This design comes from an exercise in tuning for small area, a short achievable clock period and few clock cycles on the open sky130 flow, not from production work.
Function was checked by simulation only, so behaviour that the tests miss may differ from the original.

--- design/flow/design.v ---
module fs_crc (
    input  wire [223:0] payload,
    output wire [31:0]  crc
);
    function [31:0] crc_update;
        input [7:0]  b;
        input [31:0] acc;
        integer k;
        reg [31:0] a;
        begin
            a = acc ^ {24'd0, b};
            for (k = 0; k < 8; k = k + 1)
                a = a[0] ? ((a >> 1) ^ 32'hEDB88320) : (a >> 1);
            crc_update = a;
        end
    endfunction
    function [31:0] crc_compute;
        input [223:0] pl;
        integer i;
        reg [31:0] acc;
        begin
            acc = 32'hFFFFFFFF;
            for (i = 0; i < 28; i = i + 1)
                acc = crc_update(pl[223 - 8*i -: 8], acc);
            crc_compute = acc;
        end
    endfunction
    assign crc = crc_compute(payload);
endmodule
module fs_stats (
    input  wire        clk,
    input  wire        rst,
    input  wire        inc_fill,
    input  wire        inc_aok,
    input  wire        inc_aerr,
    input  wire        inc_naok,
    input  wire        inc_naerr,
    input  wire        inc_loss,
    input  wire        inc_bad,
    input  wire        ch_inc,
    input  wire [3:0]  ch_bucket,
    input  wire [1:0]  ch_field,
    input  wire        finalize,
    input  wire        aligned,
    input  wire [5:0]  file_sel,
    output reg  [31:0] file_word,
    input  wire [6:0]  run_sel,
    output reg  [31:0] run_word
);
    localparam NB = 11;
    reg [31:0] f_fill, f_aok, f_aerr, f_naok, f_naerr, f_loss, f_bad;
    reg [31:0] fchan [0:4*NB-1];
    reg [63:0] r_fill, r_aok, r_aerr, r_naok, r_naerr, r_loss, r_bad;
    reg [63:0] rchan [0:4*NB-1];
    reg [63:0] buffers;
    wire [5:0] ch_index = {ch_bucket, ch_field};
    integer i;
    always @(posedge clk) begin
        if (rst) begin
            f_fill <= 0; f_aok <= 0; f_aerr <= 0; f_naok <= 0;
            f_naerr <= 0; f_loss <= 0; f_bad <= 0;
            r_fill <= 0; r_aok <= 0; r_aerr <= 0; r_naok <= 0;
            r_naerr <= 0; r_loss <= 0; r_bad <= 0;
            buffers <= 0;
            for (i = 0; i < 4*NB; i = i + 1) begin
                fchan[i] <= 0;
                rchan[i] <= 0;
            end
        end else if (finalize) begin
            r_fill  <= r_fill  + {32'd0, f_fill};
            r_aok   <= r_aok   + {32'd0, f_aok};
            r_aerr  <= r_aerr  + {32'd0, f_aerr};
            r_naok  <= r_naok  + {32'd0, f_naok};
            r_naerr <= r_naerr + {32'd0, f_naerr};
            r_loss  <= r_loss  + {32'd0, f_loss};
            r_bad   <= r_bad   + {32'd0, f_bad};
            buffers <= buffers + 64'd1;
            f_fill <= 0; f_aok <= 0; f_aerr <= 0; f_naok <= 0;
            f_naerr <= 0; f_loss <= 0; f_bad <= 0;
            for (i = 0; i < 4*NB; i = i + 1) begin
                rchan[i] <= rchan[i] + {32'd0, fchan[i]};
                fchan[i] <= 0;
            end
        end else begin
            if (inc_fill)  f_fill  <= f_fill  + 32'd1;
            if (inc_aok)   f_aok   <= f_aok   + 32'd1;
            if (inc_aerr)  f_aerr  <= f_aerr  + 32'd1;
            if (inc_naok)  f_naok  <= f_naok  + 32'd1;
            if (inc_naerr) f_naerr <= f_naerr + 32'd1;
            if (inc_loss)  f_loss  <= f_loss  + 32'd1;
            if (inc_bad)   f_bad   <= f_bad   + 32'd1;
            for (i = 0; i < 4*NB; i = i + 1)
                if (ch_inc && {26'd0, ch_index} == i)
                    fchan[i] <= fchan[i] + 32'd1;
        end
    end
    wire [31:0] f_total = f_fill + f_aok + f_aerr + f_naok + f_naerr + f_loss;
    wire [63:0] r_total = r_fill + r_aok + r_aerr + r_naok + r_naerr + r_loss;
    always @(*) begin
        case (file_sel)
            6'd0:  file_word = {8'd3, 8'd0, 16'd56};
            6'd1:  file_word = buffers[63:32];
            6'd2:  file_word = buffers[31:0];
            6'd3:  file_word = f_fill;
            6'd4:  file_word = f_aok;
            6'd5:  file_word = f_aerr;
            6'd6:  file_word = f_naok;
            6'd7:  file_word = f_naerr;
            6'd8:  file_word = f_loss;
            6'd9:  file_word = f_bad;
            6'd10: file_word = {31'd0, (f_aok == 0) && (f_aerr == 0)};
            6'd11: file_word = f_total;
            default:
                if (file_sel >= 6'd12 && file_sel < 6'd56)
                    file_word = fchan[file_sel - 6'd12];
                else
                    file_word = 32'd0;
        endcase
    end
    wire [6:0] rc_sel = run_sel - 7'd20;
    always @(*) begin
        case (run_sel)
            7'd0:  run_word = {8'd4, 8'd0, 16'd108};
            7'd1:  run_word = buffers[63:32];
            7'd2:  run_word = buffers[31:0];
            7'd3:  run_word = r_fill[63:32];
            7'd4:  run_word = r_fill[31:0];
            7'd5:  run_word = r_aok[63:32];
            7'd6:  run_word = r_aok[31:0];
            7'd7:  run_word = r_aerr[63:32];
            7'd8:  run_word = r_aerr[31:0];
            7'd9:  run_word = r_naok[63:32];
            7'd10: run_word = r_naok[31:0];
            7'd11: run_word = r_naerr[63:32];
            7'd12: run_word = r_naerr[31:0];
            7'd13: run_word = r_loss[63:32];
            7'd14: run_word = r_loss[31:0];
            7'd15: run_word = r_bad[63:32];
            7'd16: run_word = r_bad[31:0];
            7'd17: run_word = r_total[63:32];
            7'd18: run_word = r_total[31:0];
            7'd19: run_word = {31'd0, aligned};
            default:
                if (run_sel >= 7'd20 && run_sel < 7'd108)
                    run_word = rc_sel[0] ? rchan[rc_sel[6:1]][31:0]
                                         : rchan[rc_sel[6:1]][63:32];
                else
                    run_word = 32'd0;
        endcase
    end
endmodule
module frame_sync_fsm (
    input  wire        clk,
    input  wire        rst,
    input  wire        in_valid,
    output wire        in_ready,
    input  wire [1:0]  in_kind,
    input  wire [31:0] in_data,
    output wire        out_valid,
    output reg  [31:0] out_data
);
    localparam [255:0] SYNC_PATTERN = 256'h5A5A5A50_5A5A5A51_5A5A5A52_5A5A5A53_5A5A5A54_5A5A5A55_5A5A5A56_5A5A5A57;
    localparam [3:0] CHANNEL_COUNT = 4'd9;
    localparam [3:0] OVF_INDEX     = 4'd9;
    localparam [3:0] DR_CLAMP      = 4'd8;
    localparam [2:0] DR_RESIDUE    = 3'd1;
    localparam [1:0] K_WORD = 2'd0, K_EOB = 2'd1, K_READ = 2'd2;
    localparam [1:0] M_IDLE = 2'd0, M_STEP = 2'd1, M_FILE = 2'd2, M_RUN = 2'd3;
    reg [31:0] win [0:7];        
    reg [15:0] wcnt;             
    reg [3:0]  need;             
    reg        step_pend;        
    reg        eos_pend;         
    reg        rd_pend;          
    reg        aligned;
    reg [1:0]  mode;             
    reg [6:0]  eidx;             
    reg [3:0]  ev_left;          
    reg [31:0] evw [0:13];       
    wire in_fire = in_valid && in_ready;
    assign in_ready = (mode == M_IDLE) && !eos_pend && !rd_pend;
    assign out_valid = (mode != M_IDLE);
    wire [255:0] F = {win[0], win[1], win[2], win[3], win[4], win[5], win[6], win[7]};
    wire [15:0]  p = wcnt - 16'd8;
    wire        sync     = (F == SYNC_PATTERN);
    wire        flag     = F[255];
    wire [3:0]  ch       = F[251:248];
    wire [26:0] d_ts     = F[247:221];
    wire [10:0] d_inj    = F[220:210];
    wire [26:0] d_exp    = F[209:183];
    wire [26:0] d_rcv    = F[182:156];
    wire [26:0] d_pos    = F[155:129];
    wire [43:0] d_run    = F[128:85];
    wire [31:0] d_emb    = F[31:0];
    wire [31:0] computed;
    fs_crc u_crc (.payload(F[255:32]), .crc(computed));
    wire        crc_ok   = (computed == d_emb);
    wire        ch_valid = (ch < CHANNEL_COUNT);
    wire        dr_phase = (p[2:0] == DR_RESIDUE);
    wire [3:0]  route    = ch_valid ? ch : OVF_INDEX;
    wire [3:0]  clamp    = ch_valid ? ch : DR_CLAMP;
    wire [32:0] delta    = {1'b0, computed} - {1'b0, d_emb};
    wire step_fire = step_pend && (mode == M_IDLE);
    wire op_a_filler  = aligned && sync;
    wire op_a_error   = aligned && !sync && flag;
    wire op_a_ok      = aligned && !sync && !flag && crc_ok && ch_valid;
    wire op_a_loss    = aligned && !sync && !flag && !(crc_ok && ch_valid);
    wire op_u_sync    = !aligned && sync;
    wire op_u_dr      = !aligned && !sync && dr_phase;
    wire ev_bad = (op_a_error || op_a_loss) && !ch_valid;
    wire ev_err = op_a_error;
    wire adv1   = op_a_loss || (!aligned && !sync);    
    wire s_fill  = step_fire && (op_a_filler || op_u_sync);
    wire s_aok   = step_fire && op_a_ok;
    wire s_aerr  = step_fire && op_a_error;
    wire s_naok  = step_fire && op_u_dr && !flag;
    wire s_naerr = step_fire && op_u_dr && flag;
    wire s_loss  = step_fire && op_a_loss;
    wire s_bad   = step_fire && ev_bad;
    reg        s_ch;
    reg [3:0]  s_bucket;
    reg [1:0]  s_field;
    always @(*) begin
        s_ch = 1'b0; s_bucket = 4'd0; s_field = 2'd0;
        if (op_a_ok)    begin s_ch = 1'b1; s_bucket = ch;        s_field = 2'd0; end
        if (op_a_error) begin s_ch = 1'b1; s_bucket = route;     s_field = 2'd1; end
        if (op_a_loss)  begin s_ch = 1'b1; s_bucket = OVF_INDEX; s_field = 2'd1; end
        if (op_u_dr)    begin s_ch = 1'b1; s_bucket = clamp;     s_field = flag ? 2'd3 : 2'd2; end
    end
    wire [31:0] bad_word = {8'd2, ch, flag, (flag ? 1'b0 : crc_ok), 2'b00, p};
    wire [31:0] err_w [0:12];
    assign err_w[0]  = {8'd1, 8'd0, 16'd13};
    assign err_w[1]  = {28'd0, ch};
    assign err_w[2]  = {21'd0, d_inj};
    assign err_w[3]  = {20'd0, d_run[43:32]};
    assign err_w[4]  = d_run[31:0];
    assign err_w[5]  = {{31{delta[32]}}, delta[32]};
    assign err_w[6]  = delta[31:0];
    assign err_w[7]  = {5'd0, d_ts};
    assign err_w[8]  = {5'd0, d_exp};
    assign err_w[9]  = {5'd0, d_rcv};
    assign err_w[10] = {5'd0, d_pos};
    assign err_w[11] = d_emb;
    assign err_w[12] = computed;
    wire        finalize = (mode == M_FILE) && (eidx == 7'd55);
    wire [31:0] file_word, run_word;
    fs_stats u_stats (
        .clk(clk), .rst(rst),
        .inc_fill(s_fill), .inc_aok(s_aok), .inc_aerr(s_aerr),
        .inc_naok(s_naok), .inc_naerr(s_naerr), .inc_loss(s_loss), .inc_bad(s_bad),
        .ch_inc(step_fire && s_ch), .ch_bucket(s_bucket), .ch_field(s_field),
        .finalize(finalize), .aligned(aligned),
        .file_sel(eidx[5:0]), .file_word(file_word),
        .run_sel(eidx), .run_word(run_word)
    );
    always @(*) begin
        case (mode)
            M_STEP:  out_data = evw[0];
            M_FILE:  out_data = file_word;
            M_RUN:   out_data = run_word;
            default: out_data = 32'd0;
        endcase
    end
    wire [3:0] need_base = step_fire ? (adv1 ? 4'd1 : 4'd8) : need;
    wire       word_in   = in_fire && (in_kind == K_WORD);
    integer j;
    always @(posedge clk) begin
        if (word_in) begin
            for (j = 0; j < 7; j = j + 1)
                win[j] <= win[j + 1];
            win[7] <= in_data;
        end
    end
    always @(posedge clk) begin
        if (rst) begin
            wcnt      <= 16'd0;
            need      <= 4'd8;
            step_pend <= 1'b0;
            eos_pend  <= 1'b0;
            rd_pend   <= 1'b0;
            aligned   <= 1'b0;
            mode      <= M_IDLE;
            eidx      <= 7'd0;
            ev_left   <= 4'd0;
        end else begin
            if (word_in) begin
                wcnt <= wcnt + 16'd1;
                if (need_base == 4'd1) begin
                    step_pend <= 1'b1;
                    need      <= 4'd8;
                end else begin
                    step_pend <= 1'b0;
                    need      <= need_base - 4'd1;
                end
            end else if (step_fire) begin
                step_pend <= 1'b0;
                need      <= need_base;
            end
            if (in_fire && in_kind == K_EOB)  eos_pend <= 1'b1;
            if (in_fire && in_kind == K_READ) rd_pend  <= 1'b1;
            if (step_fire) begin
                if (op_u_sync) aligned <= 1'b1;
                if (op_a_loss) aligned <= 1'b0;
                if (ev_bad || ev_err) begin
                    mode    <= M_STEP;
                    ev_left <= (ev_bad ? 4'd1 : 4'd0) + (ev_err ? 4'd13 : 4'd0);
                    if (ev_bad) begin
                        evw[0] <= bad_word;
                        for (j = 0; j < 13; j = j + 1) evw[j + 1] <= err_w[j];
                    end else begin
                        for (j = 0; j < 13; j = j + 1) evw[j] <= err_w[j];
                        evw[13] <= 32'd0;
                    end
                end
            end else if (mode == M_IDLE && eos_pend) begin
                mode <= M_FILE;
                eidx <= 7'd0;
            end else if (mode == M_IDLE && rd_pend) begin
                mode <= M_RUN;
                eidx <= 7'd0;
            end
            case (mode)
                M_STEP: begin
                    for (j = 0; j < 13; j = j + 1) evw[j] <= evw[j + 1];
                    ev_left <= ev_left - 4'd1;
                    if (ev_left == 4'd1) mode <= M_IDLE;
                end
                M_FILE: begin
                    eidx <= eidx + 7'd1;
                    if (eidx == 7'd55) begin
                        mode     <= M_IDLE;
                        eos_pend <= 1'b0;
                        wcnt     <= 16'd0;
                        need     <= 4'd8;
                    end
                end
                M_RUN: begin
                    eidx <= eidx + 7'd1;
                    if (eidx == 7'd107) begin
                        mode    <= M_IDLE;
                        rd_pend <= 1'b0;
                    end
                end
                default: ;
            endcase
        end
    end
endmodule
--- design/flow/constraint.sdc ---
create_clock -name core_clock -period 30.0 [get_ports {clk}]
set_input_delay 6.0000 -clock core_clock [delete_from_list [all_inputs] [get_ports {clk}]]
set_output_delay 6.0000 -clock core_clock [all_outputs]
set_load 0.01 [all_outputs]
--- design/flow/run.sh ---
#!/bin/bash
# synth_recipe.tcl (not shown) runs the flow's synth.tcl, then flattens the netlist and writes it again
# the make line also repeats each setting of config.mk as NAME=value (left out here)
make -C /OpenROAD-flow-scripts/flow DESIGN_CONFIG=/design/flow/config.mk WORK_HOME=/design/flow/orfs CLKGATE_MAP_FILE= SYNTH_SCRIPT=/design/flow/synth_recipe.tcl finish
--- design/flow/config.mk ---
export PLATFORM = sky130hd
export DESIGN_NAME = frame_sync_fsm
export DESIGN_NICKNAME = frame_sync_fsm
export VERILOG_FILES = /design/flow/design.v
export SDC_FILE = /design/flow/constraint.sdc
export NUM_CORES = 8
export LEC_CHECK = 0
export CAP_MARGIN = 20
export CORE_MARGIN = 2
export CORE_UTILIZATION = 25
export SLEW_MARGIN = 20
==> summary.txt <==
## sequential cells by signal, summed over array words and instances (netlist names), 64 cells and up
name,count
u_stats.r_aerr,64
u_stats.r_naok,64
win,256
u_stats.r_naerr,64
u_stats.r_aok,64
u_stats.r_loss,64
u_stats.buffers,64
u_stats.r_bad,64
u_stats.r_fill,64
evw,448
u_stats.rchan,2816
u_stats.fchan,1408
## critical path: cells and delay by family, from the launching register on
| kind | cells | cell delay (ns) |
|---|---|---|
| xor+xnor | 56 | 20.96 |
| simple gates | 12 | 4.67 |
| buf+inv | 4 | 0.81 |
| fa+ha+maj | 2 | 0.77 |
| flops | 1 | 0.65 |
| compound gates | 2 | 0.40 |
## logic make-up after synthesis
family / after synthesis / share of synthesized area (%)
simple gates: 13700 / 17.8
fa+ha+maj: 2263 / 9.10
buf+inv: 2785 / 3.03
mux: 88 / 0.255
flops: 5701 / 35.0
xor+xnor: 6357 / 17.7
compound gates: 9053 / 17.2
## area by class of cell
type	count	share of cell area, %
Multi-Input combinational cell	31500	55.1
Sequential cell	5701	30.8
Tap cell	18400	5.87
Clock buffer	971	4.92
Timing Repair Buffer	711	1.51
Inverter	1062	1.02
Clock inverter	220	0.654
Antenna cell	107	0.0681
## routing by layer
| metal | wire length [um] | vias up | global-route usage [%] |
|---|---|---|---|
| met2 | 658000 | 18400 | 31.9 |
| met1 | 629000 | 152000 | 27.9 |
| met5 | 492 | - | 0 |
| met3 | 163000 | 4704 | 5.02 |
| li1 | - | 140000 | - |
| met4 | 168000 | 42 | 18.6 |
## per-stage QoR
step | setup WS, ns | hold slack (ns) | area, um^2
after global routing | 0.00135 | 0.483 | 393000
after floorplan | 4.26 | 0.444 | 346000
final | 1.46 | 0.471 | 393000
after CTS | 1.49 | 0.472 | 392000
after detailed placement | 1.62 | 0.464 | 370000
after global placement | 1.60 | 0.460 | 370000
## how the worst max path moves through the flow
stage / cells after the start / from / to / slack [ns]
final: 76 / win[0][27] / u_stats.fchan[1][30] / 1.46
after CTS: 75 / win[0][27] / u_stats.fchan[23][31] / 1.49
after floorplan: 3 / rst / evw[0][0] / 4.26
after global routing: 74 / win[0][26] / u_stats.fchan[18][30] / 0.001
after detailed placement: 75 / win[0][27] / u_stats.fchan[23][31] / 1.62
after global placement: 75 / win[0][27] / u_stats.fchan[23][31] / 1.60
## cells in the final DEF, fill, tap and decap left out, types with 182 or more instances in the layout
cell          n
nor2_1     3744
xnor3_1     201
inv_1      1058
buf_4       594
a221oi_1    715
xor2_1     3353
or3_1       565
a21o_1      568
o21a_1      249
nand4_1     841
ha_1       1837
a22oi_1     646
nor2b_1     278
xnor2_1    2549
a22o_1      580
a21oi_1    3473
fa_1        426
dfxtp_1    4991
edfxtp_1    704
a222oi_1    270
nor3_1      328
nand2_1    5245
and4_1      182
nand3_1    1145
o21bai_1   1112
clkbuf_16   675
o21ai_0     787
and3_1      719
==> results by group <==
Worst hold path
  • Hold EP: u_stats.rchan[11][16]
  • Hold Path Class: flip-flop to flip-flop
  • Hold path depth: 2
  • Hold Crit Start: u_stats.rchan[11][16]

Global routing
  • Global-route wire length before repair: 2230000 um
  • Grt ovf: 0
  • Vias in the first global route: 284k
  • GRT Util Overall: between 20% and 30%
  • Pin count of the biggest net entering global routing: 228
  • Initial antenna violation count: 137

Cells and area
  • Area Growth Syn to Fin: 13.4%
  • Nets: between 40k and 50k
  • Layout cell share with drive strength beyond 1: about 5.3%
  • Cell Count, Final, Fillers Out: 58.7k
  • Area of the multi-input gates: 217000 um^2
  • Fillers: ~150k
  • Storage cell area: 121000 um^2
  • Final Core Density: about 28%

Logic synthesis
  • Net Count, Synth: 42.2k
  • Mean Syn Cell Area: between 8 and 9 um^2
  • Synth Register Bits: 5701
  • Seq/Total Area, Yosys: 35.0%
  • Top FF cell, synth: dfxtp_1
  • Post-synth top area cell: dfxtp_1
  • Top cells by area, synth: dfxtp_1 29%, xor2_1 8.5%, ha_1 6.6%, xnor2_1 6.4%, edfxtp_1 6.1%
  • Ys Warns: 7
  • Top cell type's share of synthesized area: between 20% and 30%
  • Asr flop ratio synth: 0%
  • Synth cell count leaders: 5247 x nand2_1, 4997 x dfxtp_1, 3835 x nor2_1, 3474 x a21oi_1, 3353 x xor2_1
  • Most frequent cell after synthesis: nand2_1
  • Unique masters post-synth: 75
  • Gate Count Post-Synth: 39.9k
  • Post-synth EDFFs: between 700 and 800
  • Mapped Area: 346000 um^2

Detailed routing
  • DRT Pass-1 Iters: 14
  • Via density: 5.37
  • Initial drt markers: 45.2k
  • WL per Instance: roughly 28 um
  • Antenna Violating Nets Remaining: 0
  • Via Count: 315k
  • DRC viols: 0
  • Final WL: 1620000 um

Placed design
  • Post-detail-place hpwl: 1230000 um
  • RePlAce Congestion: 1.05
  • Cells after DPL: 57.4k
  • Port bufs: 70

Die
  • Die X: roughly 1200 um
  • Core area: about 1400000 um^2
  • Initial Util: 25.1%
  • Die Area: 1400000 um^2
  • Die Y: 1180 um
  • # rows: 432
  • Num ports: between 70 and 80

Clock network
  • Post-cts resize count: 0
  • Post-CTS Setup Repair Bufs: 0
  • Sink Count: around 5.7k
  • CTS clk-pin slew, worst paths: roughly 0.060 ns
  • Worst-Skew Late Latency: 1.18 ns
  • CTS tree: done
  • Htree depth: 6
  • Clock root cell: clkbuf_16
  • CTS Buf Count: 665
  • Clock Tree Buf Depth: 5
  • Hold_buf cts: 0

Worst setup path
  • Critical Path AT: 29.49 ns
  • Reg2Reg Depth: 76
  • Type of element launching the critical path: flip-flop
  • Crit. End Element: flip-flop
  • Slowest CP cell: nor2_1
  • R2R Setup Slk: 1.46 ns
  • Reg2Reg Launch Point: win[0][27]
  • Critical path type: flip-flop to flip-flop
  • Worst-path maximum fanout: 10
  • Capture point of the worst reg-to-reg path: u_stats.fchan[1][30]
  • Worst EP required: 30.95 ns
  • Critical Path Max Stage Delay: approximately 1 ns
  • Most frequent cell on the critical path: xnor2_1

Timing
  • RSZ-0062 raised after global routing: no
  • Worst slew margin: 7.00%
  • Final worst path period share: 95.1%
  • Final Critical Period: 28.54 ns
  • Clock Skew: 0.146 ns
  • Actual transition at the worst max-transition pin: 1.40 ns
  • Final hold vios: 0
  • Setup violation total in the final timing report: 0
  • Fin. max-slew vios: 0
  • Setup TNS: 0 ns
  • Fmax: 35.0 MHz

Run status
  • Status: no timing/DRC/antenna violations

Run
  • MaxCap Viol Count: 0
Testbench counts, summed over its fixed seeds: cycles 69,611.

[afterwards: timing with drivers on the ports]
No port has a modelled driver above. Below, the same layout with a new extraction and two added sets of constraints.
Step 1, drivers: a clkbuf_16 drives clk and a buf_2 each remaining input, both assumed.
Step 2 adds t to the input delays and takes it off the output delays; t is the mean of the earliest and latest rising clock arrival at the registers after step 1. Input paths then give back, and output paths get back, about the clock's delay inside the block.
a / b / c = no drivers / after step 1 / after step 2; a / b = the first two.
t, ns: 1.305
setup slack, ns: 1.459 / 1.459 / 1.459
worst hold slack (ns): 0.471 / 0.471 / 0.471
worst register clock-pin slew, ns: 0.07 / 0.07
pins driven straight from the clock port: 1
After both steps this run still meets setup and hold. For this run, drivers alone change the setup slack by 0.000 ns; drivers and shift together by 0.000 ns.
